Context: an optimization exercise on an open-source flow, tuned for small area. The choices shown serve that exercise and are no tape-out recipe. At most, simulation tests tie the RTL to the original design; equivalence was not proved. Function not checked in runs 1 and 5 to 8: the RTL went through the layout flow alone. Power is estimated from default activity; no workload was simulated.

===== flow/design.v =====
module msop_core (
    input  wire        clk,
    input  wire        rst,
    output wire [7:0]  imem_addr,
    input  wire [63:0] imem_data,
    output wire        dmem_re,
    output wire        dmem_we,
    output wire [7:0]  dmem_addr,
    output wire [31:0] dmem_wdata,
    input  wire [31:0] dmem_rdata,
    output wire        halted,
    output wire        aborted,
    output wire [1:0]  abort_cause,
    input  wire [3:0]  dbg_sel,
    output wire [31:0] dbg_val
);
    localparam ST_CLR  = 4'd0;    
    localparam ST_FET  = 4'd1;    
    localparam ST_DEC  = 4'd2;    
    localparam ST_PC   = 4'd3;    
    localparam ST_PB   = 4'd4;    
    localparam ST_IT   = 4'd5;    
    localparam ST_XF   = 4'd12;   
    localparam ST_MV   = 4'd6;    
    localparam ST_PA   = 4'd7;    
    localparam ST_LDW  = 4'd8;    
    localparam ST_HALT = 4'd9;
    localparam ST_ABT1 = 4'd10;   
    localparam ST_ABT2 = 4'd11;   
    reg  [3:0]   state;
    reg  [7:0]   pc;
    reg  [3:0]   k;
    reg  [511:0] ring;
    reg  [31:0]  A, B, Y;
    reg          lap;
    reg          qn;
    reg  [4:0]   op;              
    reg          mk_a, mk_a1, mk_b, mk_c;    
    wire [31:0] R = ring[511:480];
    wire [3:0]  fa  = imem_data[57:54];
    wire [3:0]  fb  = imem_data[52:49];
    wire [3:0]  fc  = imem_data[47:44];
    wire [31:0] imm = imem_data[31:0];
    wire is_ar   = ~op[4] & ~op[3];               
    wire is_mul  = is_ar & (op[1:0] == 2'd0);
    wire is_div  = is_ar & (op[1:0] == 2'd3);
    wire is_md   = is_mul | is_div;
    wire is_sub  = is_ar & (op[1:0] == 2'd2);
    wire is_mem  = (op[4:2] == 3'b010);           
    wire is_ld   = is_mem & ~op[0];
    wire is_st   = is_mem & op[0];
    wire is_set  = (op == 5'd12);
    wire is_br   = (op >= 5'd13) && (op <= 5'd17);
    wire is_ret  = (op == 5'd18);
    wire is_wr   = is_ar | is_set;                
    wire regform = is_mem ? op[1] : (is_ar & op[2]);
    wire [3:0] kn  = k - 4'd1;
    wire [3:0] knn = k - 4'd2;
    reg        xa1, xa2, s_in;
    reg        selR, selY, selI, inv, cin;
    reg        bsrc, yload, wen, wrd;
    wire [31:0] XA  = (A & {32{xa1}}) | ({A[30:0], 1'b0} & {32{xa2}}) | {31'd0, s_in};
    wire [31:0] XBr = (R & {32{selR}}) | (Y & {32{selY}}) | (imm & {32{selI}});
    wire [31:0] XB  = XBr ^ {32{inv}};
    wire [16:0] cl;
    wire [16:0] ch;
    wire [15:0] u;
    wire [16:0] t;
    wire [31:0] S;
    assign cl[0] = cin;
    assign ch[0] = 1'b0;
    assign t[0]  = 1'b1;
    genvar gi;
    generate
        for (gi = 0; gi < 16; gi = gi + 1) begin : g_add
            assign S[gi]    = XA[gi] ^ XB[gi] ^ cl[gi];
            assign cl[gi+1] = (XA[gi] & XB[gi]) | (cl[gi] & (XA[gi] ^ XB[gi]));
            assign u[gi]    = XA[gi+16] ^ XB[gi+16] ^ ch[gi];
            assign ch[gi+1] = (XA[gi+16] & XB[gi+16]) | (ch[gi] & (XA[gi+16] ^ XB[gi+16]));
            assign t[gi+1]  = t[gi] & u[gi];
            assign S[gi+16] = u[gi] ^ (cl[16] & t[gi]);
        end
    endgenerate
    wire s_hz = ~|S[31:10];
    wire s_z  = s_hz & ~|S[9:0];
    wire s_n  = S[31];
    reg taken;
    always @(*) begin
        case (op[2:0])
            3'd5: taken = s_z;              
            3'd6: taken = ~s_n;             
            3'd7: taken = s_n | s_z;        
            3'd0: taken = ~s_n & ~s_z;      
            default: taken = s_n;           
        endcase
    end
    wire [7:0] target = imm[31] ? 8'd0 : imm[9:2];
    reg [3:0] nstate;
    reg       pc_adv;
    reg       re, we;
    wire dsub = ~(A[31] ^ Y[31]);
    always @(*) begin
        xa1 = 1'b1; xa2 = 1'b0; s_in = 1'b0;
        selR = 1'b0; selY = 1'b0; selI = 1'b0; inv = 1'b0; cin = 1'b0;
        bsrc = 1'b0; yload = 1'b0; wen = 1'b0; wrd = 1'b0;
        nstate = state; pc_adv = 1'b0; re = 1'b0; we = 1'b0;
        case (state)
            ST_CLR: begin
                xa1 = 1'b0; wen = 1'b1;
                if (k == 4'd0) nstate = ST_FET;
            end
            ST_FET: nstate = ST_DEC;
            ST_DEC: nstate = ST_PC;
            ST_PC: begin
                if (is_ret) nstate = ST_HALT;
                else if (mk_c) begin
                    xa1 = 1'b0; selR = regform; selI = ~regform;
                    inv = is_sub; cin = is_sub;
                    yload = 1'b1;
                    nstate = (is_div & s_z) ? ST_ABT1 : ST_PB;
                end
            end
            ST_PB: begin
                if (mk_b) begin
                    selR = 1'b1;
                    if (is_md) begin
                        xa1 = 1'b0;
                        inv = is_div & R[31]; cin = is_div & R[31];
                        nstate = ST_XF;
                    end else begin
                        selR = ~(is_set | is_br);
                        nstate = (is_mem & ~s_hz) ? ST_ABT2 : ST_PA;
                    end
                end
            end
            ST_XF: begin
                xa1 = 1'b0; xa2 = 1'b1; bsrc = 1'b1;
                if (mk_b && lap) nstate = ST_IT;
            end
            ST_IT: begin
                xa1 = 1'b0; xa2 = 1'b1;
                if (is_div) begin
                    s_in = B[31];
                    selY = 1'b1; inv = dsub; cin = dsub;
                end else begin
                    selY = B[31];
                end
                if (mk_b && lap) nstate = is_div ? ST_MV : ST_PA;
            end
            ST_MV: begin
                xa1 = 1'b0; xa2 = 1'b1; s_in = B[31] ^ qn;
                if (mk_b && lap) nstate = ST_PA;
            end
            ST_PA: begin
                if (is_ld) begin
                    if (mk_a1) begin re = 1'b1; nstate = ST_LDW; end
                end else if (mk_a) begin
                    pc_adv = 1'b1; nstate = ST_FET;
                    if (is_st) begin we = 1'b1; selR = 1'b1; end
                    if (is_br) begin xa1 = 1'b0; selR = 1'b1; end
                    if (is_wr) begin cin = is_div & qn; wen = 1'b1; end
                end
            end
            ST_LDW: begin
                wen = 1'b1; wrd = 1'b1; pc_adv = 1'b1; nstate = ST_FET;
            end
            default: ;
        endcase
    end
    always @(posedge clk) begin
        ring <= {ring[479:0], wen ? (wrd ? dmem_rdata : S) : R};
        A <= S;
        B <= {B[30:0], bsrc ? A[31] : ~S[31]};
        if (yload) Y <= S;
        if (state == ST_PC) qn <= S[31];
        else if (state == ST_PB && mk_b) qn <= qn ^ R[31];
        if (state != ST_XF && state != ST_IT && state != ST_MV) lap <= 1'b0;
        else if (mk_b) lap <= ~lap;
        op    <= imem_data[63:59];
        mk_a  <= (kn == fa);
        mk_a1 <= (knn == fa);
        mk_b  <= (kn == fb);
        mk_c  <= (kn == fc);
        if (rst) begin
            state <= ST_CLR;
            pc    <= 8'd0;
            k     <= 4'd15;
        end else begin
            state <= nstate;
            k     <= kn;
            if (pc_adv) pc <= (is_br & taken) ? target : pc + 8'd1;
        end
    end
    assign imem_addr   = pc;
    assign dmem_re     = re;
    assign dmem_we     = we;
    assign dmem_addr   = XA[9:2];
    assign dmem_wdata  = XBr;
    assign halted      = (state == ST_HALT);
    assign aborted     = (state == ST_ABT1) || (state == ST_ABT2);
    assign abort_cause = {state == ST_ABT2, state == ST_ABT1};
    wire [3:0] pos = dbg_sel + ~k;
    reg  [31:0] dv;
    integer i;
    always @(*) begin
        dv = 32'd0;
        for (i = 0; i < 16; i = i + 1)
            dv = dv | (ring[i*32 +: 32] & {32{pos == i[3:0]}});
    end
    assign dbg_val = dv;
endmodule

===== flow/constraint.sdc =====
create_clock -name core_clock -period 13.0 [get_ports {clk}]
set_input_delay 2.6000 -clock core_clock [delete_from_list [all_inputs] [get_ports {clk}]]
set_output_delay 2.6000 -clock core_clock [all_outputs]
set_load 0.01 [all_outputs]

===== flow/config.mk =====
export PLATFORM = sky130hd
export DESIGN_NAME = msop_core
export DESIGN_NICKNAME = msop_core
export VERILOG_FILES = /design/flow/design.v
export SDC_FILE = /design/flow/constraint.sdc
export NUM_CORES = 4
export LEC_CHECK = 0
export CAP_MARGIN = 20
export CORE_MARGIN = 2
export CORE_UTILIZATION = 40
export PLACE_DENSITY = 0.6
export SLEW_MARGIN = 20

===== flow/standard.sh =====
#!/bin/bash
# synth_recipe.tcl (not shown) runs the flow's synth.tcl, then flattens the netlist and writes it again
# the make line also repeats each setting of config.mk as NAME=value (left out here)
make -C /OpenROAD-flow-scripts/flow DESIGN_CONFIG=/design/flow/config.mk WORK_HOME=/design/flow/orfs CLKGATE_MAP_FILE= SYNTH_SCRIPT=/design/flow/synth_recipe.tcl "${@:-finish}"

===== flow/flow/abc_map.script =====
strash
dc2
dch -f
amap
topo

===== flow/flow/run.sh =====
#!/bin/bash
# Own layout flow: the standard flow (standard.sh: ORFS with the standard flow's
# synthesis script, floorplan, power grid, placement and routing) with three
# changes, none of which touches the registers or the constraints:
#  - ABC maps the logic with an area-oriented script (flow/abc_map.script)
#    in place of ORFS's delay-oriented one; ORFS's scripts are copied here
#    and only abc_speed.script is replaced;
#  - each port gets the smallest buffer, buf_1, instead of the default one;
#  - the clock tree uses larger sink clusters and no dummy loads.
# The make output goes to flow.log here; ORFS keeps each step's log under orfs/logs.
set -euo pipefail
rm -rf scripts
cp -r "$FLOW_HOME/scripts" scripts
cp flow/abc_map.script scripts/abc_speed.script
export SCRIPTS_DIR="$PWD/scripts"
export BUFFER_PORTS_ARGS="-buffer_cell sky130_fd_sc_hd__buf_1"
export CTS_ARGS="-sink_clustering_enable -repair_clock_nets -dont_use_dummy_load -sink_clustering_size 28 -sink_clustering_max_diameter 100"
bash standard.sh finish > flow.log 2>&1

==> flow_metrics.tcl, run 1 <==
set metrics [dict create \
    ir_worst_vdd_mv 0.105 \
    vias 14400 \
    yosys.area_share.simple_pct 7.55 \
    synth-seq-area-share_pct 67.5 \
    status "finished clean" \
    synth_largest_area_cell "dfxtp_1" \
    critPathLaunch "imem_data[0]" \
    fin_hold_ws_ns 0.312 \
    cp.arrival_ns 13.14 \
    r2r_cells 43 \
    pin_count 188 \
    clk_latency_ns 0.59 \
    dp_hpwl_um 36900 \
    dr.pass1.iters 8 \
    htree_levels 1 \
    endpoint_kind "register" \
    clk_pin_slew_ns 0.11 \
    place_congestion 0.873 \
    criticalPathCategory "input pin to register" \
    drc 0 \
    routed_wl_um 59400 \
    core_area_um2 47700 \
    dp.cells 2457 \
    cts_root_buffer "clkbuf_16" \
    cp-endpoint "pc[3]" \
    layout.cells.non_filler 2488 \
    clockBufferDepth 3 \
    synth_area_um2 19300 \
    n_antenna_cell 0 \
    grt_pass1_wl_um 88500 \
    layout_setup_ws_ns 0.325 \
    cellPowerDensity_nw_per_um2 143 \
    hold_violations 0 \
    grt_usage_pct 23.3 \
    slowest_stage "or4_4" \
    cts_tree "built" \
    final-seq-area_um2 13000 \
    num_rows 80 \
    fin_nets 2017 \
    io_buffers 172 \
    synth_top_area_share_pct 62.3 \
    cts-buffers-inserted 26 \
    synthCells 1593 \
    finalCriticalPeriod_ns 12.67 \
    synth_mux_area_share_pct 0 \
    finalSetupViolCount 0 \
    antenna_found_initial 0 \
    via_per_inst 5.78 \
    chipHeight_um 224 \
    start_util_pct 40.5 \
    r2r_slack_ns 0.68 \
    synth_area_leaders "dfxtp_1 (62%), a222oi_1 (6.6%), edfxtp_1 (5.1%), fa_1 (3.2%), clkinv_1 (3.0%)" \
    ant_nets 0 \
    report.final.slew_viol_count 0 \
    critPathMaxFanout 7 \
    synth_top_family_by_area "compound AO/OA/AOI/OAI gates" \
    synth-xor-area-share_pct 0.0453 \
    drt_iter0_markers 1586 \
    worst_clock_skew_ns 0.0283 \
    maxSlewHeadroom_pct 42.0 \
    grt_max_degree 36 \
    synth_nets 1735 \
    synth_ff_type "dfxtp_1" \
    hold_start "B[14]" \
    tightest_slew_ns 0.862 \
    die-area_um2 50100 \
    max-cap-violations 0 \
    cpMostUsedCell "fa_2" \
    synth_compound_area_share_pct 18.1 \
    cts_num_sinks 635 \
    die_w_um 224 \
    synth-edff-count 33 \
    p_leak_nw 8.06 \
    post_drt_wl_per_cell_um 23.9 \
    yosysMostFrequentCell "dfxtp_1" \
    ys_types 46 \
    syn_avg_cell_area_um2 12.1 \
    num-fill-cells 4330 \
    min_period_over_period_pct 97.5 \
    start_kind "input pin" \
    async_flop_share_pct 0 \
    synth_adder_area_share_pct 3.79 \
    min_path_type "register to register" \
    area_growth_pct 15.0 \
    fmax_mhz 78.9 \
    final_layout_size_suffix_gt1_share_pct 8.60 \
    yosys-top-cells-count "dfxtp_1 (602), clkinv_1 (156), a222oi_1 (127)" \
    critPathRequiredTime_ns 13.47 \
    critPathMaxStageDelay_ns 0.55 \
    place_ws_ns -0.908 \
    multiInputGateArea_um2 5920 \
    cts_hold_buf 0 \
    yosysWarnings 1 \
    ys_seq_elements 635 \
    timing.rr.end "pc[3]" \
    rr_startpoint "state[1]" \
    overflow 0 \
    grt_pass1_vias 14500 \
]
-- registers in the layout, summed over array words and instances, names as in the netlist --
name and cells:
A 32, ring 512, lap 1, state 4, qn 1, mk_a 1, k 4, B 32
mk_a1 1, op 5, Y 32, pc 8, mk_b 1, mk_c 1
-- what timing repair did --
| action | 4_1_cts | 5_1_grt |
|---|---|---|
| gates resized for setup | 11 | 9 |
| endpoints found under the setup margin | 9 | 11 |
| hold endpoints to repair | 0 | 0 |
| setup buffers | 2 | 3 |
| pin swaps | 8 | 17 |
-- report_power, final --
part,total (mW),switching (mW),leakage [nW],internal (mW)
Sequential,2.06,0.0356,5.16,2.02
Combinational,0.192,0.149,2.58,0.0438
Clock,0.924,0.564,0.320,0.360
Total,3.17,0.748,8.06,2.43
-- stage by stage --
stage / TNS, ns / total power [mW] / util [%] / instance area [um2]
2_1_floorplan: 0 / 2.17 / - / 19400
3_3_place_gp: -7.00 / 2.29 / 45.0 / 21500
3_5_place_dp: -8.71 / 2.29 / 45.0 / 21500
4_1_cts: 0 / 3.19 / 46.5 / 22200
5_1_grt: -0.0843 / 3.28 / 46.6 / 22200
6_report: 0 / 3.17 / 46.6 / 22200
-- cells in the final DEF, fill, tap and decap left out, types with 9 or more instances in the layout --
master,n
clkbuf_16,26
nor2_1,72
edfxtp_1,33
nand3b_1,10
a22o_1,25
o21ai_0,47
clkinv_1,154
nand3_1,20
a21oi_1,28
nor2_2,15
ha_1,9
a222oi_1,127
fa_2,15
buf_4,81
dfxtp_1,602
o221ai_1,10
nand2_1,114
o22ai_1,58
fa_1,16
a221oi_1,18
buf_1,172
nand4_1,29
a22oi_1,63
nor3_1,15
-- worst max-delay path, delay by kind of cell --
| kind | cells | cell delay (ns) |
|---|---|---|
| buffers and inverters | 4 | 0.54 |
| adders and majority gates | 16 | 5.87 |
| and+or+nand+nor | 9 | 2.87 |
| AOI/OAI and AO/OA | 6 | 1.23 |
-- how the worst min path moves through the flow --
| stage | to | depth (start not counted) |
|---|---|---|
| finish | B[15] | 0 |
| global route | B[15] | 0 |
| CTS | B[15] | 0 |
| detailed placement | B[26] | 0 |
| global placement | B[23] | 0 |
| floorplan | B[10] | 0 |
-- cells by family (layout without fill, tap and decap cells) --
| family | Yosys count | after routing |
|---|---|---|
| fa+ha+maj | 40 | 40 |
| flops | 635 | 635 |
| xor+xnor | 1 | 1 |
| compound gates | 444 | 444 |
| simple gates | 317 | 317 |
| buf+inv | 156 | 436 |
-- per-layer routing --
metal	GRT usage, %	wire length (um)	vias up	share of wire (%)
li1	-	-	6578	-
met1	31.8	25900	7104	44
met2	38.3	27500	629	46
met3	3.93	4630	81	7.8
met4	6.32	1450	0	2.4
met5	0	0	-	0
-- layout make-up --
type / instances / share of cell area [%]
inverters: 156 / 2.64
multi-input cells: 802 / 26.6
clock buffers: 26 / 2.93
repair buffers: 254 / 5.69
flip-flops and latches: 635 / 58.7
well taps: 615 / 3.46
==> run 2: changes to the inputs <==
--- a/flow/design.v
+++ b/flow/design.v
@@ -82,7 +82,7 @@
         end
     endgenerate
-    wire s_hz = ~|S[31:10];
-    wire s_z  = s_hz & ~|S[9:0];
-    wire s_n  = S[31];
+    wire s_z  = ~|XBr;
+    wire s_n  = XBr[31];
+    wire a_ok = ~|A[31:10];
     reg taken;
     always @(*) begin
@@ -130,5 +130,5 @@
                     end else begin
                         selR = ~(is_set | is_br);
-                        nstate = (is_mem & ~s_hz) ? ST_ABT2 : ST_PA;
+                        nstate = ST_PA;
                     end
                 end
@@ -153,5 +153,6 @@
             end
             ST_PA: begin
-                if (is_ld) begin
+                if (is_mem & ~a_ok) nstate = ST_ABT2;
+                else if (is_ld) begin
                     if (mk_a1) begin re = 1'b1; nstate = ST_LDW; end
                 end else if (mk_a) begin
--- a/flow/config.mk
+++ b/flow/config.mk
@@ -9,4 +9,5 @@
 export CORE_MARGIN = 2
 export CORE_UTILIZATION = 40
+export GPL_TIMING_DRIVEN = 0
 export PLACE_DENSITY = 0.6
 export SLEW_MARGIN = 20
==> flow_metrics.tcl, run 2 <==
set metrics [dict create \
    status "finished clean" \
    synth_area_leaders "dfxtp_1 (62%), a222oi_1 (7.0%), edfxtp_1 (5.1%), fa_1 (3.2%), clkinv_1 (3.0%)" \
    clockBufferDepth 3 \
    clk_pin_slew_ns 0.11 \
    p_clk_share_pct 28.4 \
    cts_root_buffer "clkbuf_16" \
    cts-buffers-inserted 26 \
    multiInputGateArea_um2 6020 \
    fin_util_pct 47.4 \
    swShare_pct 24.0 \
    r2r_cells 52 \
    synth_top_area_share_pct 62.2 \
    cts_tree "built" \
    cellPowerDensity_nw_per_um2 144 \
    p_leak_nw 7.99 \
    ant_nets 0 \
    area_growth_pct 16.7 \
    hold_depth 0 \
    timing.rr.end "qn" \
    min_period_over_period_pct 96.6 \
    ys_types 45 \
    cts_num_sinks 635 \
    num-fill-cells 4287 \
    cp.arrival_ns 12.87 \
    fmax_mhz 79.6 \
    tightest_slew_ns 1.07 \
    critPathMaxFanout 9 \
    final_common_cell "dfxtp_1" \
    hold_start "ring[288]" \
    criticalPathCategory "register to register" \
    die_w_um 224 \
    core_area_um2 47700 \
    layout_setup_ws_ns 0.444 \
    chipHeight_um 224 \
    grt_pass1_wl_um 88400 \
    pwr-share-comb_pct 7.3 \
    endpoint_kind "register" \
    syn_avg_cell_area_um2 12.2 \
    yosysWarnings 1 \
    final_layout_size_suffix_gt1_share_pct 6.59 \
    async_flop_share_pct 0 \
    fin_hold_ws_ns 0.332 \
    drc 0 \
    yosys-top-cells-count "dfxtp_1 (602), clkinv_1 (157), a222oi_1 (135)" \
    start_util_pct 40.6 \
    grt_max_degree 35 \
    slowest_stage "or4_4" \
    max-cap-violations 0 \
    top_register "ring" \
    synth_largest_area_cell "dfxtp_1" \
    report.final.slew_viol_count 0 \
    synth_ff_type "dfxtp_1" \
    ys_seq_elements 635 \
    vias 14400 \
    htree_levels 1 \
    synth-seq-area-share_pct 67.3 \
    min_path_type "register to register" \
    die-area_um2 50200 \
    synthCells 1593 \
    r2r_slack_ns 0.44 \
    p_seq_share_pct 64.3 \
    place_congestion 0.920 \
    largest_reg_flops 512 \
    finalSetupViolCount 0 \
    hold_violations 0 \
    grt_pass1_vias 13900 \
    clk_latency_ns 0.60 \
    dp_hpwl_um 42200 \
    critPathMaxStageDelay_ns 0.57 \
    rr_startpoint "A[12]" \
    finalCriticalPeriod_ns 12.56 \
    worst_clock_skew_ns 0.0387 \
    final-seq-area_um2 13000 \
    maxSlewHeadroom_pct 28.0 \
    start_kind "register" \
    overflow 0 \
    yosysMostFrequentCell "dfxtp_1" \
    grt_usage_pct 23.3 \
    synth_nets 1735 \
    place_ws_ns -0.864 \
    cpMostUsedCell "fa_1" \
    p_sw_mw 0.783 \
    fin_nets 1981 \
    num_rows 80 \
    drt_iter0_markers 1920 \
    critPathRequiredTime_ns 13.31 \
    via_per_inst 5.86 \
    dr.pass1.iters 6 \
    post_drt_wl_per_cell_um 24.5 \
    n_antenna_cell 0 \
    routed_wl_um 60100 \
    synth_area_um2 19400 \
    power_mw 3.26 \
    cts_hold_buf 0 \
    synth-edff-count 33 \
    pin_count 188 \
    ir_worst_vdd_mv 0.111 \
    intPower_mw 2.48 \
    holdPathEnd "ring[320]" \
    antenna_found_initial 0 \
    layout_common_cells "dfxtp_1 (602), buf_1 (172), clkinv_1 (151)" \
    io_buffers 172 \
]
==> run 2: cell types whose count changed after synthesis, moves of 6 or more <==
cell and delta:
nor2_1 +8, a2111oi_0 +6, nand2_1 -19, o21ai_0 -7
a21oi_1 +6, a222oi_1 +8, nor3_1 -6, o221ai_1 -6
nor2b_1 +7
==> run 2: stage by stage <==
step                setup TNS (ns)  cell area, um2  std cells
finish                           0           22600       2452
global route               -0.0452           22600       2452
CTS                              0           22500       2446
detailed placement           -5.24           21800       2418
global placement            -85.54           20800       2380
floorplan                        0           19400       1593
==> run 2: timing repair <==
| action | CTS | global route |
|---|---|---|
| pin swaps | 1 | 4 |
| buffers inserted | 2 | 6 |
| gates resized for setup | 9 | 19 |
| endpoints found under the setup margin | 15 | 12 |
| endpoints found under the hold margin | 0 | 0 |
==> run 2: cell families after synthesis <==
family          Yosys count  share of synthesized area (%)
flops                   635                           67.3
compound gates          448                           18.3
simple gates            312                           7.57
buf+inv                 158                           3.08
fa+ha+maj                40                           3.78
==> run 2: power groups by stage <==
stage	Sequential, mW	Combinational (mW)	Clock, mW
finish	2.10	0.238	0.926
global route	2.11	0.249	1.01
CTS	2.10	0.236	0.939
detailed placement	2.14	0.235	0
global placement	2.14	0.181	0
floorplan	2.12	0.0885	0
==> run 2: layout make-up <==
type | instances | area share, %
flip-flops and latches | 635 | 57.7
multi-input cells | 800 | 26.6
repair buffers | 218 | 6.72
well taps | 615 | 3.40
clock buffers | 26 | 2.88
inverters | 157 | 2.66
plain buffers | 1 | 0.0332
==> run 2: worst max-delay path by stage <==
stage	from	end
2_1_floorplan	state[0]	ring[31]
3_3_place_gp	state[3]	ring[31]
3_5_place_dp	A[12]	ring[31]
4_1_cts	A[12]	ring[31]
5_1_grt	A[12]	ring[31]
6_report	A[12]	qn
==> run 2: layer usage <==
layer / global-route usage (%) / vias up / wire (um)
met4: 6.69 / 0 / 1630
met3: 3.11 / 89 / 4690
met5: 0 / - / 0
li1: - / 6541 / -
met2: 38.1 / 644 / 27700
met1: 32.5 / 7089 / 26100
==> run 2: worst max-delay path, delay by kind of cell (launching register included) <==
family | cells | cell delay [ns]
adders and majority gates | 16 | 6.62
and+or+nand+nor | 22 | 3.71
buffers and inverters | 10 | 1.06
AOI/OAI and AO/OA | 4 | 0.52
DFF | 1 | 0.34
==> run 3: changes to the inputs <==
--- a/flow/config.mk
+++ b/flow/config.mk
@@ -9,5 +9,4 @@
 export CORE_MARGIN = 2
 export CORE_UTILIZATION = 40
-export GPL_TIMING_DRIVEN = 0
 export PLACE_DENSITY = 0.6
 export SLEW_MARGIN = 20
==> flow_metrics.tcl, run 3 <==
set metrics [dict create \
    status "finished clean" \
    finalSetupViolCount 0 \
    r2r_cells 51 \
    use_met2_pct 35.7 \
    report.final.slew_viol_count 0 \
    p_seq_share_pct 65.0 \
    top_register "ring" \
    htree_levels 1 \
    timing.rr.end "ring[31]" \
    path_delay_family "adder cells" \
    async_flop_share_pct 0 \
    min_period_over_period_pct 93.4 \
    synth_top_area_share_pct 62.2 \
    worst_clock_skew_ns 0.0289 \
    synth_area_leaders "dfxtp_1 (62%), a222oi_1 (7.0%), edfxtp_1 (5.1%), fa_1 (3.2%), clkinv_1 (3.0%)" \
    power_mw 3.22 \
    io_buffers 172 \
    ant_nets 0 \
    slowest_stage "or4_1" \
    rsz0062_at_grt "false" \
    synth_largest_area_cell "dfxtp_1" \
    dp_hpwl_um 37400 \
    yosys-top-cells-count "dfxtp_1 (602), clkinv_1 (157), a222oi_1 (135)" \
    hold_violations 0 \
    grt_max_degree 35 \
    rr_startpoint "A[12]" \
    critPathBufInv 8 \
    cpMostUsedCell "fa_1" \
    clockBufferDepth 3 \
    syn_avg_cell_area_um2 12.2 \
    cts_root_buffer "clkbuf_16" \
    clk_latency_ns 0.59 \
    post_drt_wl_per_cell_um 24.4 \
    drc 0 \
    ys_seq_elements 635 \
    chipHeight_um 224 \
    ir_worst_vdd_mv 0.0802 \
    r2r_slack_ns 0.86 \
    swShare_pct 23.9 \
    intPower_mw 2.45 \
    dp.cells 2414 \
    synth_ff_type "dfxtp_1" \
    area_growth_pct 12.8 \
    die_w_um 224 \
    die-area_um2 50200 \
    synth_area_um2 19400 \
    cts_num_sinks 635 \
    num_rows 80 \
    grt_pass1_vias 13700 \
    critPathMaxFanout 4 \
    pwr-share-comb_pct 6.2 \
    critPathRequiredTime_ns 13.46 \
    ys_types 45 \
    synth-seq-area-share_pct 67.3 \
    via_per_inst 5.85 \
    endpoint_kind "register" \
    cellPowerDensity_nw_per_um2 147 \
    maxSlewHeadroom_pct 37.4 \
    cp.arrival_ns 12.61 \
    yosysWarnings 1 \
    holdPathEnd "B[31]" \
    start_util_pct 40.6 \
    cts_tree "built" \
    grt_usage_pct 23.1 \
    vias 14300 \
    tightest_slew_ns 0.916 \
    cts-buffers-inserted 26 \
    start_kind "register" \
    overflow 0 \
    p_leak_nw 7.76 \
    grt_pass1_wl_um 86800 \
    layout_common_cells "dfxtp_1 (602), buf_1 (172), clkinv_1 (157)" \
    max-cap-violations 0 \
    grt_use_met3_pct 2.91 \
    criticalPathCategory "register to register" \
    min_path_type "register to register" \
    place_congestion 0.905 \
    synth-edff-count 33 \
    p_clk_share_pct 28.7 \
    drt_iter0_markers 1827 \
    met1_usage_pct 33.9 \
    final_layout_size_suffix_gt1_share_pct 5.03 \
    n_antenna_cell 0 \
    critPathMaxStageDelay_ns 0.57 \
    hold_start "B[30]" \
    layout.cells.non_filler 2443 \
    fin_nets 1972 \
    hold_depth 0 \
    clk_pin_slew_ns 0.10 \
    dr.pass1.iters 6 \
    antenna_found_initial 1 \
    fmax_mhz 82.3 \
    p_sw_mw 0.772 \
    synth_nets 1735 \
    finalCriticalPeriod_ns 12.14 \
    pin_count 188 \
    core_area_um2 47700 \
    busiest_layer "met2" \
    synthCells 1593 \
    largest_reg_flops 512 \
    routed_wl_um 59500 \
    setup_tns_ns 0 \
    yosysMostFrequentCell "dfxtp_1" \
    final_common_cell "dfxtp_1" \
]
-- run 3: cell counts after synthesis --
Identical to the previous run, type by type.
-- run 3: power by group through the flow --
stage | Sequential [mW] | Clock [mW] | Combinational (mW)
6_report | 2.10 | 0.927 | 0.201
5_1_grt | 2.11 | 1.01 | 0.211
4_1_cts | 2.10 | 0.944 | 0.198
3_5_place_dp | 2.14 | 0 | 0.198
3_3_place_gp | 2.14 | 0 | 0.195
2_1_floorplan | 2.12 | 0 | 0.0885
-- run 3: timing repair --
action,in CTS,in global routing
resized for setup,0,6
hold buffers,0,0
setup buffers,0,3
endpoints found under the setup margin,0,6
-- run 3: cell type report --
class                           count  area, um2
Inverter                          157        589
Multi-Input combinational cell    800       5880
Clock buffer                       26        651
Sequential cell                   635      13000
Fill cell                        4420      25900
Tap cell                          615        769
Timing Repair Buffer              210        931
-- run 3: kinds of logic (layout without fill, tap and decap cells) --
kind of cell,after synthesis,after routing,synth area share [%]
compound gates,448,448,18.3
fa+ha+maj,40,40,3.78
buf+inv,158,393,3.08
flops,635,635,67.3
simple gates,312,312,7.57
-- run 3: worst max path at each step --
| stage | start | end | slack [ns] | depth (start not counted) |
|---|---|---|---|---|
| final | A[12] | ring[31] | 0.86 | 51 |
| after global routing | A[12] | ring[31] | 0.06 | 51 |
| after CTS | A[12] | ring[31] | 0.41 | 51 |
| after detailed placement | imem_data[0] | ring[31] | 0.07 | 41 |
| after global placement | imem_data[0] | ring[31] | 0.16 | 41 |
| after floorplan | state[0] | ring[31] | 0.51 | 43 |
-- run 3: per-layer routing --
| metal | routed length (um) | vias to the layer above |
|---|---|---|
| li1 | - | 6513 |
| met4 | 1400 | 2 |
| met1 | 26900 | 7028 |
| met5 | 8 | - |
| met2 | 26200 | 668 |
| met3 | 4990 | 77 |
-- run 3: stage by stage --
step                cell area (um2)  hold slack (ns)  utilization, %  setup slack [ns]
CTS                           21800            0.331            45.7             0.414
detailed placement            21200            0.312            44.3            0.0660
global placement              21200            0.311            44.3             0.165
finish                        21900            0.327            45.8             0.856
floorplan                     19400            0.310               -             0.514
global route                  21900            0.337            45.8            0.0581
-- run 3: worst reg2reg max path, delay by kind of cell (launching register included) --
kind                       cells  cell delay [ns]
DFF                            1             0.33
buffers and inverters          8             0.66
AOI/OAI and AO/OA              5             0.63
and+or+nand+nor               22             3.75
adders and majority gates     16             6.68
==> run 4: changes to the inputs <==
--- a/flow/config.mk
+++ b/flow/config.mk
@@ -8,5 +8,5 @@
 export CAP_MARGIN = 20
 export CORE_MARGIN = 2
-export CORE_UTILIZATION = 40
-export PLACE_DENSITY = 0.6
+export CORE_UTILIZATION = 60
+export PLACE_DENSITY = 0.75
 export SLEW_MARGIN = 20
==> flow_metrics.tcl, run 4 <==
set metrics [dict create \
    yosys-top-cells-count "dfxtp_1 (602), clkinv_1 (157), a222oi_1 (135)" \
    rsz0062_at_grt "false" \
    dp.cells 2204 \
    core_area_um2 31700 \
    synth_top_area_share_pct 62.2 \
    synth-seq-area-share_pct 67.3 \
    cts_tree "built" \
    n_antenna_cell 0 \
    p_sw_mw 0.758 \
    synthCells 1593 \
    top_register "ring" \
    intPower_mw 2.45 \
    grt_max_degree 49 \
    grt_pass1_wl_um 83700 \
    finalInstanceArea_um2 21600 \
    dr.pass1.iters 9 \
    cts_hold_buf 0 \
    start_util_pct 61.1 \
    antenna_found_initial 1 \
    status "finished clean" \
    ant_nets 0 \
    routed_wl_um 56300 \
    clockBufferDepth 3 \
    htree_levels 1 \
    die_w_um 184 \
    syn_avg_cell_area_um2 12.2 \
    drc 0 \
    critPathMaxFanout 4 \
    io_buffers 172 \
    largest_reg_flops 512 \
    max-cap-violations 0 \
    path_delay_family "adder cells" \
    layout.cells.non_filler 2233 \
    grt_usage_pct 32.7 \
    fin_nets 1975 \
    cp-endpoint "ring[31]" \
    final_common_cell "dfxtp_1" \
    criticalPathCategory "input pin to register" \
    chipHeight_um 184 \
    r2r_slack_ns 0.58 \
    clk_latency_ns 0.59 \
    swShare_pct 23.6 \
    drt_iter0_markers 2290 \
    cts-buffers-inserted 26 \
    yosysWarnings 1 \
    clk_pin_slew_ns 0.11 \
    ir_worst_vdd_mv 0.121 \
    async_flop_share_pct 0 \
    place_congestion 0.995 \
    critPathMaxStageDelay_ns 0.52 \
    slowest_stage "fa_1" \
    worst_clock_skew_ns 0.0532 \
    pin_count 188 \
    synth_area_leaders "dfxtp_1 (62%), a222oi_1 (7.0%), edfxtp_1 (5.1%), fa_1 (3.2%), clkinv_1 (3.0%)" \
    cp.depth 41 \
    layout_common_cells "dfxtp_1 (602), buf_1 (172), clkinv_1 (157)" \
    cpMostUsedCell "fa_1" \
    rr_startpoint "A[12]" \
    dp_hpwl_um 37100 \
    timing.rr.end "ring[31]" \
    r2r_cells 50 \
    num_rows 65 \
    yosysMostFrequentCell "dfxtp_1" \
    post_drt_wl_per_cell_um 25.2 \
    report.final.slew_viol_count 0 \
    maxSlewHeadroom_pct 41.0 \
    fmax_mhz 79.6 \
    via_per_inst 6.59 \
    cts_root_buffer "clkbuf_16" \
    ys_seq_elements 635 \
    synth-edff-count 33 \
    final_layout_size_suffix_gt1_share_pct 5.02 \
    tightest_slew_ns 0.884 \
    endpoint_kind "register" \
    min_period_over_period_pct 96.7 \
    cellPowerDensity_nw_per_um2 149 \
    min_path_type "register to register" \
    synth_ff_type "dfxtp_1" \
    num-fill-cells 2342 \
    die-area_um2 33800 \
    finalCriticalPeriod_ns 12.57 \
    critPathLaunch "imem_data[0]" \
    hold_violations 0 \
    pwr-share-comb_pct 6.1 \
    p_seq_share_pct 65.4 \
    cts_num_sinks 635 \
    vias 14700 \
    p_leak_nw 7.77 \
    setup_tns_ns 0 \
    cp.arrival_ns 13.00 \
    overflow 0 \
    p_clk_share_pct 28.5 \
    critPathBufInv 7 \
    area_growth_pct 11.4 \
    grt_pass1_vias 14300 \
    synth_nets 1735 \
    finalSetupViolCount 0 \
    ys_types 45 \
    critPathRequiredTime_ns 13.44 \
    fin_hold_ws_ns 0.320 \
    synth_area_um2 19400 \
    place_area_um2 20900 \
    synth_largest_area_cell "dfxtp_1" \
    start_kind "input pin" \
]
run 4: cell types whose count changed in the layout (fill, tap and decap cells not counted), sizes merged:
| cell | previous run | this run |
|---|---|---|
| buf | 210 | 213 |
run 4: routing by layer:
layer	GRT usage, %	vias up	routed length (um)	share of wire [%]
met4	10.3	2	1720	3.1
met2	52.8	904	25900	46
met3	6.58	120	6160	11
met5	0	-	13	0.023
li1	-	6510	-	-
met1	44.6	7183	22400	40
run 4: power groups by stage:
stage | Clock (mW) | Sequential (mW) | Combinational (mW)
2_1_floorplan | 0 | 2.12 | 0.0885
3_3_place_gp | 0 | 2.14 | 0.187
5_1_grt | 0.988 | 2.11 | 0.203
6_report | 0.916 | 2.10 | 0.196
4_1_cts | 0.919 | 2.10 | 0.189
3_5_place_dp | 0 | 2.14 | 0.188
run 4: layout make-up:
| class | instances | area, um2 | area share [%] |
|---|---|---|---|
| Sequential cell | 635 | 13000 | 60.4 |
| Multi-Input combinational cell | 800 | 5860 | 27.1 |
| Tap cell | 402 | 503 | 2.33 |
| Timing Repair Buffer | 213 | 953 | 4.42 |
| Clock buffer | 26 | 651 | 3.01 |
| Inverter | 157 | 589 | 2.73 |
run 4: worst min path at each step:
stage | start | end | slack [ns] | cells after the start
final | ring[158] | ring[190] | 0.32 | 0
after global routing | ring[410] | ring[442] | 0.34 | 0
after CTS | ring[51] | ring[83] | 0.32 | 0
after detailed placement | B[10] | B[11] | 0.31 | 0
after global placement | B[10] | B[11] | 0.31 | 0
after floorplan | B[9] | B[10] | 0.31 | 0
run 4: kinds of logic after synthesis:
| kind of cell | share of synthesized area [%] |
|---|---|
| adder cells (fa/ha/maj) | 3.78 |
| AO/OA/AOI/OAI | 18.3 |
| buffers and inverters | 3.08 |
| AND/OR/NAND/NOR | 7.57 |
| flip-flops | 67.3 |
run 4: stage by stage:
stage | utilization (%) | setup WS (ns) | power, mW
2_1_floorplan | - | 0.514 | 2.21
3_3_place_gp | 65.9 | 0.0811 | 2.32
3_5_place_dp | 65.9 | -0.165 | 2.33
4_1_cts | 68.0 | 0.398 | 3.21
5_1_grt | 68.1 | 0.0531 | 3.30
6_report | 68.1 | 0.434 | 3.21
run 4: worst register-to-register path: cells and delay by family (launching register included):
family	cells	cell delay, ns
AO/OA/AOI/OAI	5	0.73
adder cells (fa/ha/maj)	16	6.90
buffers and inverters	7	0.55
flip-flops	1	0.34
AND/OR/NAND/NOR	22	3.76
run 4: timing repair:
action | 4_1_cts | 5_1_grt
hold endpoints to repair | 0 | 0
setup endpoints to repair | 0 | 2
gates resized for setup | 0 | 3
setup buffers | 0 | 3
==> run 5: changes to the inputs <==
--- a/flow/design.v
+++ b/flow/design.v
@@ -17,5 +17,4 @@
     localparam ST_CLR  = 4'd0;    
     localparam ST_FET  = 4'd1;    
-    localparam ST_DEC  = 4'd2;    
     localparam ST_PC   = 4'd3;    
     localparam ST_PB   = 4'd4;    
@@ -35,7 +34,6 @@
     reg          lap;
     reg          qn;
-    reg  [4:0]   op;              
-    reg          mk_a, mk_a1, mk_b, mk_c;    
     wire [31:0] R = ring[511:480];
+    wire [4:0]  op  = imem_data[63:59];
     wire [3:0]  fa  = imem_data[57:54];
     wire [3:0]  fb  = imem_data[52:49];
@@ -56,5 +54,8 @@
     wire regform = is_mem ? op[1] : (is_ar & op[2]);
     wire [3:0] kn  = k - 4'd1;
-    wire [3:0] knn = k - 4'd2;
+    wire mk_a  = (k == fa);
+    wire mk_a1 = (kn == fa);
+    wire mk_b  = (k == fb);
+    wire mk_c  = (k == fc);
     reg        xa1, xa2, s_in;
     reg        selR, selY, selI, inv, cin;
@@ -110,6 +111,5 @@
                 if (k == 4'd0) nstate = ST_FET;
             end
-            ST_FET: nstate = ST_DEC;
-            ST_DEC: nstate = ST_PC;
+            ST_FET: nstate = ST_PC;
             ST_PC: begin
                 if (is_ret) nstate = ST_HALT;
@@ -178,9 +178,4 @@
         if (state != ST_XF && state != ST_IT && state != ST_MV) lap <= 1'b0;
         else if (mk_b) lap <= ~lap;
-        op    <= imem_data[63:59];
-        mk_a  <= (kn == fa);
-        mk_a1 <= (knn == fa);
-        mk_b  <= (kn == fb);
-        mk_c  <= (kn == fc);
         if (rst) begin
             state <= ST_CLR;
--- a/flow/config.mk
+++ b/flow/config.mk
@@ -8,5 +8,5 @@
 export CAP_MARGIN = 20
 export CORE_MARGIN = 2
-export CORE_UTILIZATION = 60
-export PLACE_DENSITY = 0.75
+export CORE_UTILIZATION = 40
+export PLACE_DENSITY = 0.6
 export SLEW_MARGIN = 20
==> flow_metrics.tcl, run 5 <==
set metrics [dict create \
    status "finished clean" \
    clockBufferDepth 3 \
    dp.cells 2456 \
    ys_seq_elements 626 \
    hold_start "B[20]" \
    p_seq_share_pct 64.5 \
    rsz0062_at_grt "false" \
    fmax_mhz 80.0 \
    timing.rr.end "qn" \
    io_buffers 172 \
    via_per_inst 5.79 \
    antenna_found_initial 1 \
    intPower_mw 2.39 \
    fin_hold_ws_ns 0.326 \
    endpoint_kind "register" \
    ir_worst_vdd_mv 0.0726 \
    report.final.slew_viol_count 0 \
    worst_clock_skew_ns 0.0518 \
    r2r_cells 47 \
    die-area_um2 49800 \
    die_w_um 223 \
    ys_types 46 \
    yosys-top-cells-count "dfxtp_1 (593), clkinv_1 (152), a222oi_1 (128)" \
    top_register "ring" \
    finalInstanceArea_um2 22200 \
    pin_count 188 \
    synth_nets 1722 \
    largest_reg_flops 512 \
    async_flop_share_pct 0 \
    drt_iter0_markers 1819 \
    hold_violations 0 \
    tightest_slew_ns 0.951 \
    critPathBufInv 10 \
    num_rows 80 \
    clk_latency_ns 0.60 \
    cellPowerDensity_nw_per_um2 141 \
    rr_startpoint "A[24]" \
    drc 0 \
    setup_tns_ns 0 \
    power_mw 3.12 \
    htree_levels 1 \
    place_ws_ns -0.370 \
    min_path_type "register to register" \
    synth-edff-count 33 \
    clk_pin_slew_ns 0.10 \
    post_drt_wl_per_cell_um 24.1 \
    vias 14400 \
    cts_root_buffer "clkbuf_16" \
    start_kind "input pin" \
    grt_max_degree 35 \
    grt_pass1_wl_um 88700 \
    place_congestion 0.926 \
    layout_setup_ws_ns 0.500 \
    layout.cells.non_filler 2484 \
    p_sw_mw 0.733 \
    layout_common_cells "dfxtp_1 (593), buf_1 (172), clkinv_1 (150)" \
    final_common_cell "dfxtp_1" \
    final_layout_size_suffix_gt1_share_pct 8.73 \
    cts_tree "built" \
    chipHeight_um 223 \
    yosysMostFrequentCell "dfxtp_1" \
    place_area_um2 21500 \
    p_clk_share_pct 29.4 \
    critPathMaxStageDelay_ns 0.43 \
    criticalPathCategory "input pin to register" \
    finalCriticalPeriod_ns 12.50 \
    min_period_over_period_pct 96.2 \
    core_area_um2 47500 \
    path_delay_family "adder cells" \
    pwr-share-comb_pct 6.0 \
    overflow 0 \
    holdPathEnd "B[21]" \
    max-cap-violations 0 \
    synth-seq-area-share_pct 67.0 \
    synth_largest_area_cell "dfxtp_1" \
    ant_nets 0 \
    finalSetupViolCount 0 \
    slowest_stage "fa_2" \
    cts_num_sinks 626 \
    swShare_pct 23.5 \
    yosysWarnings 1 \
    r2r_slack_ns 1.44 \
    critPathRequiredTime_ns 13.32 \
    p_leak_nw 8.04 \
    syn_avg_cell_area_um2 12.1 \
    synth_ff_type "dfxtp_1" \
    cts-buffers-inserted 26 \
    synthCells 1582 \
    maxSlewHeadroom_pct 36.3 \
    cp.arrival_ns 12.82 \
    grt_pass1_vias 14100 \
    routed_wl_um 59800 \
    dr.pass1.iters 5 \
    hold_depth 0 \
    fin_nets 2010 \
    grt_usage_pct 23.6 \
    fin_util_pct 46.6 \
    start_util_pct 40.4 \
    critPathMaxFanout 3 \
    area_growth_pct 15.4 \
    synth_area_um2 19200 \
    dp_hpwl_um 38800 \
    cpMostUsedCell "fa_2" \
    synth_area_leaders "dfxtp_1 (62%), a222oi_1 (6.7%), edfxtp_1 (5.2%), fa_1 (3.2%), clkinv_1 (3.0%)" \
    synth_top_area_share_pct 61.8 \
]
==> run 5: what timing repair did <==
action / 4_1_cts / 5_1_grt
resized for setup: 0 / 10
endpoints found under the hold margin: 0 / 0
endpoints found under the setup margin: 0 / 12
hold buffers: 0 / 0
setup buffers: 0 / 1
==> run 5: worst max path at each step <==
stage,start,to,depth (start not counted)
floorplan,imem_data[59],ring[31],47
global placement,imem_data[50],qn,48
finish,imem_data[59],qn,48
CTS,imem_data[62],ring[31],48
detailed placement,imem_data[62],ring[31],48
global route,imem_data[62],ring[31],48
==> run 5: final cells by class <==
type | count | area, um2
tap | 615 | 769
inverter | 152 | 583
timing repair buffer | 261 | 1310
antenna | 1 | 2.50
clock buffer | 26 | 651
multi-input combinational | 803 | 5980
sequential | 626 | 12900
fill | 4344 | 25400
==> run 5: power groups by stage <==
stage	Combinational, mW	Sequential [mW]	Clock (mW)
6_report	0.188	2.01	0.919
3_3_place_gp	0.183	2.06	0
2_1_floorplan	0.0763	2.05	0
3_5_place_dp	0.183	2.06	0
4_1_cts	0.184	2.01	0.935
5_1_grt	0.197	2.02	0.997
==> run 5: cells by family after synthesis <==
group / synth area share, %
adders and majority gates: 3.69
buffers and inverters: 3.01
and+or+nand+nor: 7.69
AOI/OAI and AO/OA: 18.6
DFF: 67.0
==> run 5: metal layers <==
layer  global-route usage, %  vias to the layer above  wire, um
met4                    8.83                        0      2050
met2                    37.0                      642     27000
met5                       0                        -         0
met1                    33.1                     7059     26200
met3                    3.25                       99      4620
li1                        -                     6590         -
==> run 5: worst register-to-register path: cells and delay by family, from the launching register on <==
family / cells / cell delay (ns)
flops: 1 / 0.34
simple gates: 19 / 3.82
compound gates: 5 / 0.60
fa+ha+maj: 16 / 5.96
buf+inv: 7 / 0.53
==> run 6: changes to the inputs <==
--- a/flow/design.v
+++ b/flow/design.v
@@ -17,4 +17,5 @@
     localparam ST_CLR  = 4'd0;    
     localparam ST_FET  = 4'd1;    
+    localparam ST_DEC  = 4'd2;    
     localparam ST_PC   = 4'd3;    
     localparam ST_PB   = 4'd4;    
@@ -34,6 +35,7 @@
     reg          lap;
     reg          qn;
+    reg  [4:0]   op;              
+    reg          mk;              
     wire [31:0] R = ring[511:480];
-    wire [4:0]  op  = imem_data[63:59];
     wire [3:0]  fa  = imem_data[57:54];
     wire [3:0]  fb  = imem_data[52:49];
@@ -54,8 +56,5 @@
     wire regform = is_mem ? op[1] : (is_ar & op[2]);
     wire [3:0] kn  = k - 4'd1;
-    wire mk_a  = (k == fa);
-    wire mk_a1 = (kn == fa);
-    wire mk_b  = (k == fb);
-    wire mk_c  = (k == fc);
+    wire [3:0] knn = k - 4'd2;
     reg        xa1, xa2, s_in;
     reg        selR, selY, selI, inv, cin;
@@ -111,8 +110,9 @@
                 if (k == 4'd0) nstate = ST_FET;
             end
-            ST_FET: nstate = ST_PC;
+            ST_FET: nstate = ST_DEC;
+            ST_DEC: nstate = ST_PC;
             ST_PC: begin
                 if (is_ret) nstate = ST_HALT;
-                else if (mk_c) begin
+                else if (mk) begin
                     xa1 = 1'b0; selR = regform; selI = ~regform;
                     inv = is_sub; cin = is_sub;
@@ -122,5 +122,5 @@
             end
             ST_PB: begin
-                if (mk_b) begin
+                if (mk) begin
                     selR = 1'b1;
                     if (is_md) begin
@@ -136,5 +136,5 @@
             ST_XF: begin
                 xa1 = 1'b0; xa2 = 1'b1; bsrc = 1'b1;
-                if (mk_b && lap) nstate = ST_IT;
+                if (mk && lap) nstate = ST_IT;
             end
             ST_IT: begin
@@ -146,15 +146,15 @@
                     selY = B[31];
                 end
-                if (mk_b && lap) nstate = is_div ? ST_MV : ST_PA;
+                if (mk && lap) nstate = is_div ? ST_MV : ST_PA;
             end
             ST_MV: begin
                 xa1 = 1'b0; xa2 = 1'b1; s_in = B[31] ^ qn;
-                if (mk_b && lap) nstate = ST_PA;
+                if (mk && lap) nstate = ST_PA;
             end
             ST_PA: begin
                 if (is_mem & ~a_ok) nstate = ST_ABT2;
                 else if (is_ld) begin
-                    if (mk_a1) begin re = 1'b1; nstate = ST_LDW; end
-                end else if (mk_a) begin
+                    if (mk) begin re = 1'b1; nstate = ST_LDW; end
+                end else if (mk) begin
                     pc_adv = 1'b1; nstate = ST_FET;
                     if (is_st) begin we = 1'b1; selR = 1'b1; end
@@ -169,13 +169,17 @@
         endcase
     end
+    wire [3:0] fsel = (nstate == ST_PC) ? fc : (nstate == ST_PA) ? fa : fb;
+    wire [3:0] kcmp = (nstate == ST_PA && is_ld) ? knn : kn;
     always @(posedge clk) begin
         ring <= {ring[479:0], wen ? (wrd ? dmem_rdata : S) : R};
         A <= S;
         B <= {B[30:0], bsrc ? A[31] : ~S[31]};
-        if (yload) Y <= S;
+        if (yload) Y <= XBr;
         if (state == ST_PC) qn <= S[31];
-        else if (state == ST_PB && mk_b) qn <= qn ^ R[31];
+        else if (state == ST_PB && mk) qn <= qn ^ R[31];
         if (state != ST_XF && state != ST_IT && state != ST_MV) lap <= 1'b0;
-        else if (mk_b) lap <= ~lap;
+        else if (mk) lap <= ~lap;
+        op    <= imem_data[63:59];
+        mk    <= (kcmp == fsel);
         if (rst) begin
             state <= ST_CLR;
==> flow/flow/abc_map.script (replaced) <==
strash
dc2
dch -f
amap -F 4 -A 10
topo
==> flow_metrics.tcl, run 6 <==
set metrics [dict create \
    fin_nets 1947 \
    async_flop_share_pct 0 \
    ir_worst_vdd_mv 0.0990 \
    synth_largest_area_cell "dfxtp_1" \
    drt_iter0_markers 2154 \
    clockBufferDepth 3 \
    area_growth_pct 12.7 \
    p_seq_share_pct 65.1 \
    synth-seq-area-share_pct 67.4 \
    r2r_cells 42 \
    yosysMostFrequentCell "dfxtp_1" \
    synth-edff-count 33 \
    critPathRequiredTime_ns 13.42 \
    io_buffers 172 \
    intPower_mw 2.33 \
    setup_tns_ns 0 \
    met3_length_um 5540 \
    routed_wl_um 58700 \
    tightest_slew_ns 1.03 \
    ys_types 43 \
    htree_levels 1 \
    post_drt_wl_per_cell_um 24.3 \
    hold_start "ring[274]" \
    yosysWarnings 1 \
    layout.cells.non_filler 2419 \
    maxSlewHeadroom_pct 31.5 \
    p_clk_share_pct 30.6 \
    yosys-top-cells-count "dfxtp_1 (599), a222oi_1 (134), clkinv_1 (131)" \
    wl_met2_um 25800 \
    finalCriticalPeriod_ns 12.23 \
    grt_pass1_vias 13700 \
    final-seq-area_um2 13000 \
    layout_common_cells "dfxtp_1 (599), buf_1 (172), a222oi_1 (134)" \
    r2r_slack_ns 0.90 \
    max-cap-violations 0 \
    cts_num_sinks 632 \
    syn_avg_cell_area_um2 12.2 \
    min_period_over_period_pct 94.1 \
    swShare_pct 22.2 \
    cts_tree "built" \
    top_register "ring" \
    num_rows 80 \
    met1_length_um 25900 \
    cts-buffers-inserted 26 \
    grt_usage_pct 23.0 \
    start_util_pct 40.4 \
    cellPowerDensity_nw_per_um2 138 \
    critPathMaxFanout 4 \
    place_ws_ns 0.108 \
    antenna_found_initial 2 \
    cpMostUsedCell "fa_1" \
    multiInputGateArea_um2 5930 \
    cts_root_buffer "clkbuf_16" \
    grt_max_degree 59 \
    worst_clock_skew_ns 0.0340 \
    finalSetupViolCount 0 \
    cp.arrival_ns 12.65 \
    rsz0062_at_grt "false" \
    endpoint_kind "register" \
    chipHeight_um 223 \
    synth_top_area_share_pct 62.3 \
    synth_area_leaders "dfxtp_1 (62%), a222oi_1 (7.0%), edfxtp_1 (5.1%), a22oi_1 (4.6%), fa_1 (3.2%)" \
    holdPathEnd "ring[306]" \
    rr_startpoint "state[0]" \
    critPathMaxStageDelay_ns 0.50 \
    ant_nets 0 \
    p_sw_mw 0.667 \
    vias 14200 \
    synth_nets 1718 \
    num-fill-cells 4428 \
    pin_count 188 \
    drc 0 \
    slowest_stage "fa_1" \
    hold_depth 0 \
    layout_setup_ws_ns 0.773 \
    final_common_cell "dfxtp_1" \
    p_leak_nw 7.71 \
    clk_latency_ns 0.58 \
    report.final.slew_viol_count 0 \
    highest_layer "met4" \
    min_path_type "register to register" \
    via_per_inst 5.86 \
    timing.rr.end "qn" \
    pwr-share-comb_pct 4.3 \
    criticalPathCategory "input pin to register" \
    final_layout_size_suffix_gt1_share_pct 4.49 \
    dp.cells 2392 \
    hold_violations 0 \
    dr.pass1.iters 7 \
    ys_seq_elements 632 \
    dp_hpwl_um 37000 \
    largest_reg_flops 512 \
    fmax_mhz 81.8 \
    synthCells 1576 \
    grt_pass1_wl_um 86500 \
    overflow 0 \
    place_congestion 0.922 \
    core_area_um2 47600 \
    status "finished clean" \
    synth_area_um2 19300 \
    die_w_um 223 \
    clk_pin_slew_ns 0.10 \
    synth_ff_type "dfxtp_1" \
    fin_hold_ws_ns 0.318 \
    start_kind "input pin" \
    die-area_um2 49900 \
]
run 6: kinds of logic after synthesis:
group | after synthesis | share of synthesized area, %
simple gates | 319 | 7.76
compound gates | 453 | 18.4
buf+inv | 132 | 2.59
flops | 632 | 67.4
fa+ha+maj | 40 | 3.81
run 6: worst max path at each step:
stage            startpoint  endpoint  slack, ns  cells after the start
5_1_grt            state[0]  ring[31]       0.04                     42
3_5_place_dp   imem_data[0]        qn       0.11                     34
6_report       imem_data[0]        qn       0.77                     34
3_3_place_gp   imem_data[0]  ring[31]       0.18                     34
4_1_cts        imem_data[0]        qn       0.66                     34
2_1_floorplan         op[4]  ring[31]       0.49                     41
run 6: repair_timing:
item	CTS	global route
endpoints found under the setup margin	0	3
hold buffers	0	0
resized for setup	0	3
buffers inserted	0	0
run 6: final cells by class:
type	instances	share of cell area, %
Inverter	131	2.27
Sequential cell	632	59.8
Multi-Input combinational cell	812	27.3
Antenna cell	1	0.0115
Timing Repair Buffer	202	4.03
Tap cell	615	3.55
Clock buffer	26	3.00
run 6: layer usage:
| metal | up-vias | global-route usage (%) |
|---|---|---|
| met2 | 688 | 35.6 |
| li1 | 6470 | - |
| met4 | 0 | 6.58 |
| met3 | 82 | 3.61 |
| met5 | - | 0 |
| met1 | 6931 | 33.5 |
run 6: critical path, delay by kind of cell:
family	cells	cell delay (ns)
AO/OA/AOI/OAI	4	0.89
adder cells (fa/ha/maj)	16	6.78
AND/OR/NAND/NOR	12	2.17
buffers and inverters	2	0.20
run 6: metrics by stage:
| stage | power [mW] | util, % | cell area [um2] |
|---|---|---|---|
| after floorplan | 2.04 | - | 19300 |
| after global placement | 2.12 | 44.2 | 21000 |
| after detailed placement | 2.12 | 44.2 | 21000 |
| after CTS | 3.01 | 45.5 | 21700 |
| after global routing | 3.09 | 45.6 | 21700 |
| final | 3.00 | 45.6 | 21700 |
run 6: power by group through the flow:
stage	clock, mW	sequential, mW	combinational, mW
4_1_cts	0.935	1.95	0.126
3_5_place_dp	0	2.00	0.125
3_3_place_gp	0	2.00	0.125
2_1_floorplan	0	2.00	0.0436
5_1_grt	1.00	1.95	0.133
6_report	0.917	1.95	0.128
==> run 7: changes to the inputs <==
--- a/flow/design.v
+++ b/flow/design.v
@@ -31,6 +31,8 @@
     reg  [7:0]   pc;
     reg  [3:0]   k;
-    reg  [511:0] ring;
-    reg  [31:0]  A, B, Y;
+    reg  [511:0] ringn;
+    wire [511:0] ring = ~ringn;
+    reg  [31:0]  An, B, Y;
+    wire [31:0] A = ~An;
     reg          lap;
     reg          qn;
@@ -172,6 +174,6 @@
     wire [3:0] kcmp = (nstate == ST_PA && is_ld) ? knn : kn;
     always @(posedge clk) begin
-        ring <= {ring[479:0], wen ? (wrd ? dmem_rdata : S) : R};
-        A <= S;
+        ringn <= ~{ring[479:0], wen ? (wrd ? dmem_rdata : S) : R};
+        An <= ~S;
         B <= {B[30:0], bsrc ? A[31] : ~S[31]};
         if (yload) Y <= XBr;
==> flow_metrics.tcl, run 7 <==
set metrics [dict create \
    start_util_pct 40.3 \
    cts-buffers-inserted 27 \
    critPathRequiredTime_ns 13.50 \
    synth-seq-area-share_pct 67.9 \
    finalCriticalPeriod_ns 12.42 \
    busiest_layer "met2" \
    core_area_um2 47400 \
    ys_seq_elements 632 \
    fin_hold_ws_ns 0.290 \
    routed_wl_um 60900 \
    area_growth_pct 12.6 \
    synth_area_um2 19100 \
    clk_latency_ns 0.61 \
    final_common_cell "dfxtp_1" \
    hold_violations 0 \
    drt_iter0_markers 1360 \
    cpMostUsedCell "fa_1" \
    tightest_slew_ns 1.05 \
    cts_root_buffer "clkbuf_16" \
    synth_area_leaders "dfxtp_1 (63%), o22ai_1 (11%), edfxtp_1 (5.2%), fa_1 (3.2%), clkinv_1 (3.0%)" \
    synth-edff-count 33 \
    report.final.slew_viol_count 0 \
    grt_max_degree 53 \
    ant_nets 0 \
    htree_levels 1 \
    top_register "ringn" \
    dr.pass1.iters 6 \
    clk_pin_slew_ns 0.10 \
    slowest_stage "fa_1" \
    via_per_inst 5.83 \
    async_flop_share_pct 0 \
    cellPowerDensity_nw_per_um2 141 \
    r2r_slack_ns 0.79 \
    largest_reg_flops 512 \
    fmax_mhz 80.5 \
    endpoint_kind "register" \
    holdPathEnd "B[7]" \
    grt_pass1_vias 14400 \
    cts_hold_buf 0 \
    ys_types 40 \
    ir_worst_vdd_mv 0.0792 \
    dp_hpwl_um 38600 \
    layout_setup_ws_ns 0.581 \
    place_ws_ns -0.0695 \
    finalSetupViolCount 0 \
    fin_nets 2021 \
    overflow 0 \
    maxSlewHeadroom_pct 30.1 \
    synth_ff_type "dfxtp_1" \
    rsz0062_at_grt "false" \
    start_kind "input pin" \
    min_path_type "register to register" \
    criticalPathCategory "input pin to register" \
    status "finished clean" \
    grt_pass1_wl_um 89500 \
    synth_top_area_share_pct 62.7 \
    cp.arrival_ns 12.91 \
    die-area_um2 49500 \
    cts_num_sinks 632 \
    p_leak_nw 7.92 \
    fin_util_pct 45.3 \
    min_period_over_period_pct 95.5 \
    critPathMaxStageDelay_ns 0.48 \
    clockBufferDepth 3 \
    chipHeight_um 223 \
    rr_startpoint "An[22]" \
    place_congestion 0.921 \
    drc 0 \
    pin_count 188 \
    finalInstanceArea_um2 21500 \
    layout_common_cells "dfxtp_1 (598), o22ai_1 (339), buf_1 (172)" \
    grt_usage_pct 23.9 \
    synth_nets 1788 \
    vias 14500 \
    post_drt_wl_per_cell_um 24.4 \
    antenna_found_initial 2 \
    synthCells 1646 \
    final_layout_size_suffix_gt1_share_pct 3.84 \
    num_rows 80 \
    grt_use_met3_pct 4.50 \
    hold_start "B[6]" \
    synth_largest_area_cell "dfxtp_1" \
    worst_clock_skew_ns 0.0431 \
    die_w_um 223 \
    hold_depth 0 \
    critPathMaxFanout 4 \
    max-cap-violations 0 \
    cts_tree "built" \
    syn_avg_cell_area_um2 11.6 \
    yosys-top-cells-count "dfxtp_1 (599), o22ai_1 (340), clkinv_1 (151)" \
    power_mw 3.03 \
    place_area_um2 20800 \
    met1_usage_pct 32.8 \
    timing.rr.end "ringn[29]" \
    r2r_cells 53 \
    use_met2_pct 37.3 \
    io_buffers 172 \
    yosysMostFrequentCell "dfxtp_1" \
    yosysWarnings 1 \
]
run 7: final cells by class:
type                            instances  area [um2]
Clock buffer                           27         676
Timing Repair Buffer                  205         893
Tap cell                              615         769
Inverter                              151         567
Fill cell                            4450       25900
Antenna cell                            1        2.50
Sequential cell                       632       13000
Multi-Input combinational cell        862        5620
run 7: worst max path at each step:
stage / startpoint / end / slack [ns] / cells after the start
after global placement: imem_data[0] / ringn[29] / 0.05 / 43
after detailed placement: imem_data[0] / ringn[29] / -0.07 / 43
after floorplan: An[18] / ringn[29] / 0.53 / 50
final: imem_data[0] / ringn[29] / 0.58 / 43
after CTS: state[2] / ringn[29] / 0.47 / 51
after global routing: imem_data[0] / ringn[29] / 0.06 / 43
run 7: power breakdown:
part / total, mW / internal (mW) / switching [mW]
Combinational: 0.132 / 0.0252 / 0.107
Sequential: 1.95 / 1.95 / 0.00285
Clock: 0.944 / 0.372 / 0.571
Total: 3.03 / 2.35 / 0.681
run 7: repair_timing:
| action | 4_1_cts | 5_1_grt |
|---|---|---|
| setup buffers | 0 | 0 |
| setup endpoints to repair | 0 | 7 |
| gates resized for setup | 0 | 6 |
run 7: critical path, delay by kind of cell:
| family | cells | cell delay (ns) |
|---|---|---|
| AND/OR/NAND/NOR | 13 | 1.38 |
| buffers and inverters | 9 | 0.76 |
| AO/OA/AOI/OAI | 5 | 0.99 |
| adder cells (fa/ha/maj) | 16 | 7.19 |
run 7: cell families (layout without fill, tap and decap cells):
group,Yosys count,after routing,share of synthesized area (%)
simple gates,300,300,7.53
flops,632,632,67.9
buf+inv,152,383,3.00
compound gates,522,522,17.7
fa+ha+maj,40,40,3.84
other cells,0,1,0
run 7: stage by stage:
step | setup TNS (ns) | instances
final | 0 | 2493
after global routing | 0 | 2493
after CTS | 0 | 2492
after global placement | 0 | 2465
after detailed placement | -0.0695 | 2465
after floorplan | 0 | 1646
run 7: per-layer routing:
metal / up-vias / share of wire, %
met5: - / 0
met4: 0 / 3.9
met3: 129 / 8.6
met2: 647 / 45
met1: 7109 / 43
li1: 6661 / -
==> run 8: changes to the inputs <==
--- a/flow/config.mk
+++ b/flow/config.mk
@@ -6,7 +6,7 @@
 export NUM_CORES = 4
 export LEC_CHECK = 0
-export CAP_MARGIN = 20
+export CAP_MARGIN = 5
 export CORE_MARGIN = 2
 export CORE_UTILIZATION = 40
 export PLACE_DENSITY = 0.6
-export SLEW_MARGIN = 20
+export SLEW_MARGIN = 5
==> flow_metrics.tcl, run 8 <==
set metrics [dict create \
    synth_largest_area_cell "dfxtp_1" \
    maxSlewHeadroom_pct 30.1 \
    io_buffers 172 \
    yosysWarnings 1 \
    synth_area_leaders "dfxtp_1 (63%), o22ai_1 (11%), edfxtp_1 (5.2%), fa_1 (3.2%), clkinv_1 (3.0%)" \
    post_drt_wl_per_cell_um 24.4 \
    min_path_type "register to register" \
    num_rows 80 \
    cts_tree "built" \
    clk_pin_slew_ns 0.10 \
    yosysMostFrequentCell "dfxtp_1" \
    critPathRequiredTime_ns 13.50 \
    cts-buffers-inserted 27 \
    highest_layer "met4" \
    cts_num_sinks 632 \
    dp.cells 2465 \
    multiInputGateArea_um2 5620 \
    layout.cells.non_filler 2493 \
    drc 0 \
    status "finished clean" \
    dr.pass1.iters 6 \
    clockBufferDepth 3 \
    place_area_um2 20800 \
    critPathMaxStageDelay_ns 0.48 \
    final_layout_size_suffix_gt1_share_pct 3.84 \
    cp.arrival_ns 12.91 \
    dp_hpwl_um 38600 \
    slowest_stage "fa_1" \
    die_w_um 223 \
    postCtsSetupBuffers 0 \
    htree_levels 1 \
    place_congestion 0.921 \
    core_area_um2 47400 \
    rsz0062_at_grt "false" \
    ant_nets 0 \
    area_growth_pct 12.6 \
    top_register "ringn" \
    hold_violations 0 \
    start_util_pct 40.3 \
    ir_worst_vdd_mv 0.0792 \
    finalCriticalPeriod_ns 12.42 \
    chipHeight_um 223 \
    ys_types 40 \
    ys_seq_elements 632 \
    fin_nets 2021 \
    largest_reg_flops 512 \
    wl_met2_um 27200 \
    report.final.slew_viol_count 0 \
    yosys-top-cells-count "dfxtp_1 (599), o22ai_1 (340), clkinv_1 (151)" \
    critPathMaxFanout 4 \
    cts_hold_buf 0 \
    grt_usage_pct 23.9 \
    routed_wl_um 60900 \
    start_kind "input pin" \
    finalInstanceArea_um2 21500 \
    fmax_mhz 80.5 \
    synth_top_area_share_pct 62.7 \
    grt_max_degree 53 \
    worst_clock_skew_ns 0.0431 \
    cellPowerDensity_nw_per_um2 141 \
    num-fill-cells 4450 \
    grt_pass1_vias 14400 \
    antenna_found_initial 2 \
    max-cap-violations 0 \
    overflow 0 \
    synthCells 1646 \
    endpoint_kind "register" \
    pin_count 188 \
    drt_iter0_markers 1360 \
    async_flop_share_pct 0 \
    synth_nets 1788 \
    p_leak_nw 7.92 \
    cpMostUsedCell "fa_1" \
    synth_area_um2 19100 \
    met3_length_um 5230 \
    criticalPathCategory "input pin to register" \
    via_per_inst 5.83 \
    vias 14500 \
    synth-edff-count 33 \
    cts_root_buffer "clkbuf_16" \
    synth_ff_type "dfxtp_1" \
    layout_common_cells "dfxtp_1 (598), o22ai_1 (339), buf_1 (172)" \
    final-seq-area_um2 13000 \
    finalSetupViolCount 0 \
    final_common_cell "dfxtp_1" \
    synth-seq-area-share_pct 67.9 \
    tightest_slew_ns 1.05 \
    min_period_over_period_pct 95.5 \
    grt_pass1_wl_um 89500 \
    die-area_um2 49500 \
    met1_length_um 26200 \
    clk_latency_ns 0.61 \
    syn_avg_cell_area_um2 11.6 \
]
[run 8: through the flow]
stage | TNS [ns] | util (%) | setup WS (ns) | total power, mW | hold WS [ns]
floorplan | 0 | - | 0.535 | 2.05 | 0.310
finish | 0 | 45.3 | 0.581 | 3.03 | 0.290
CTS | 0 | 45.3 | 0.466 | 3.04 | 0.295
global placement | 0 | 43.9 | 0.0476 | 2.13 | 0.312
detailed placement | -0.0695 | 43.9 | -0.0695 | 2.13 | 0.312
global route | 0 | 45.3 | 0.0599 | 3.11 | 0.291
[run 8: layout make-up]
type / count / area share (%)
multi-input combinational: 862 / 26.1
antenna: 1 / 0.0116
timing repair buffer: 205 / 4.15
tap: 615 / 3.58
inverter: 151 / 2.63
sequential: 632 / 60.3
clock buffer: 27 / 3.14
[run 8: worst paths after layout]
path / start / to / slack [ns] / cells past startpoint
worst max-delay path: imem_data[0] / ringn[29] / 0.58 / 43
worst min-delay path: B[6] / B[7] / 0.29 / 0
worst max register to register: An[22] / ringn[29] / 0.79 / 53
worst min register to register: B[6] / B[7] / 0.29 / 0
[run 8: where the power goes]
| part | total, mW | leakage, nW | switching, mW | internal [mW] |
|---|---|---|---|---|
| Sequential | 1.95 | 5.23 | 0.00285 | 1.95 |
| Clock | 0.944 | 0.333 | 0.571 | 0.372 |
| Combinational | 0.132 | 2.36 | 0.107 | 0.0252 |
| Total | 3.03 | 7.92 | 0.681 | 2.35 |
[run 8: what timing repair did]
item                       in CTS  in global routing
resized for setup               0                  6
hold endpoints to repair        0                  0
setup endpoints to repair       0                  7
[run 8: logic make-up (layout without fill, tap and decap cells)]
| family | after synthesis | in the layout | share of synthesized area (%) |
|---|---|---|---|
| AOI/OAI and AO/OA | 522 | 522 | 17.7 |
| adders and majority gates | 40 | 40 | 3.84 |
| buffers and inverters | 152 | 383 | 3.00 |
| DFF | 632 | 632 | 67.9 |
| other | 0 | 1 | 0 |
| and+or+nand+nor | 300 | 300 | 7.53 |
[run 8: routing by layer]
| metal | global-route usage [%] | vias to the layer above |
|---|---|---|
| li1 | - | 6661 |
| met1 | 32.8 | 7109 |
| met2 | 37.3 | 647 |
| met3 | 4.50 | 129 |
| met4 | 9.37 | 0 |
| met5 | 0 | - |
[run 8: worst max-delay path, delay by kind of cell]
kind | cells | cell delay (ns)
AO/OA/AOI/OAI | 5 | 0.99
buffers and inverters | 9 | 0.76
AND/OR/NAND/NOR | 13 | 1.38
adder cells (fa/ha/maj) | 16 | 7.19

Setup slack of run 8, layout unchanged: 0.581 ns with ideal ports, 0.616 ns with driving cells assumed (clock clkbuf_16, inputs buf_2), -0.025 ns with port delays also shifted by the 0.641 ns mid clock arrival.
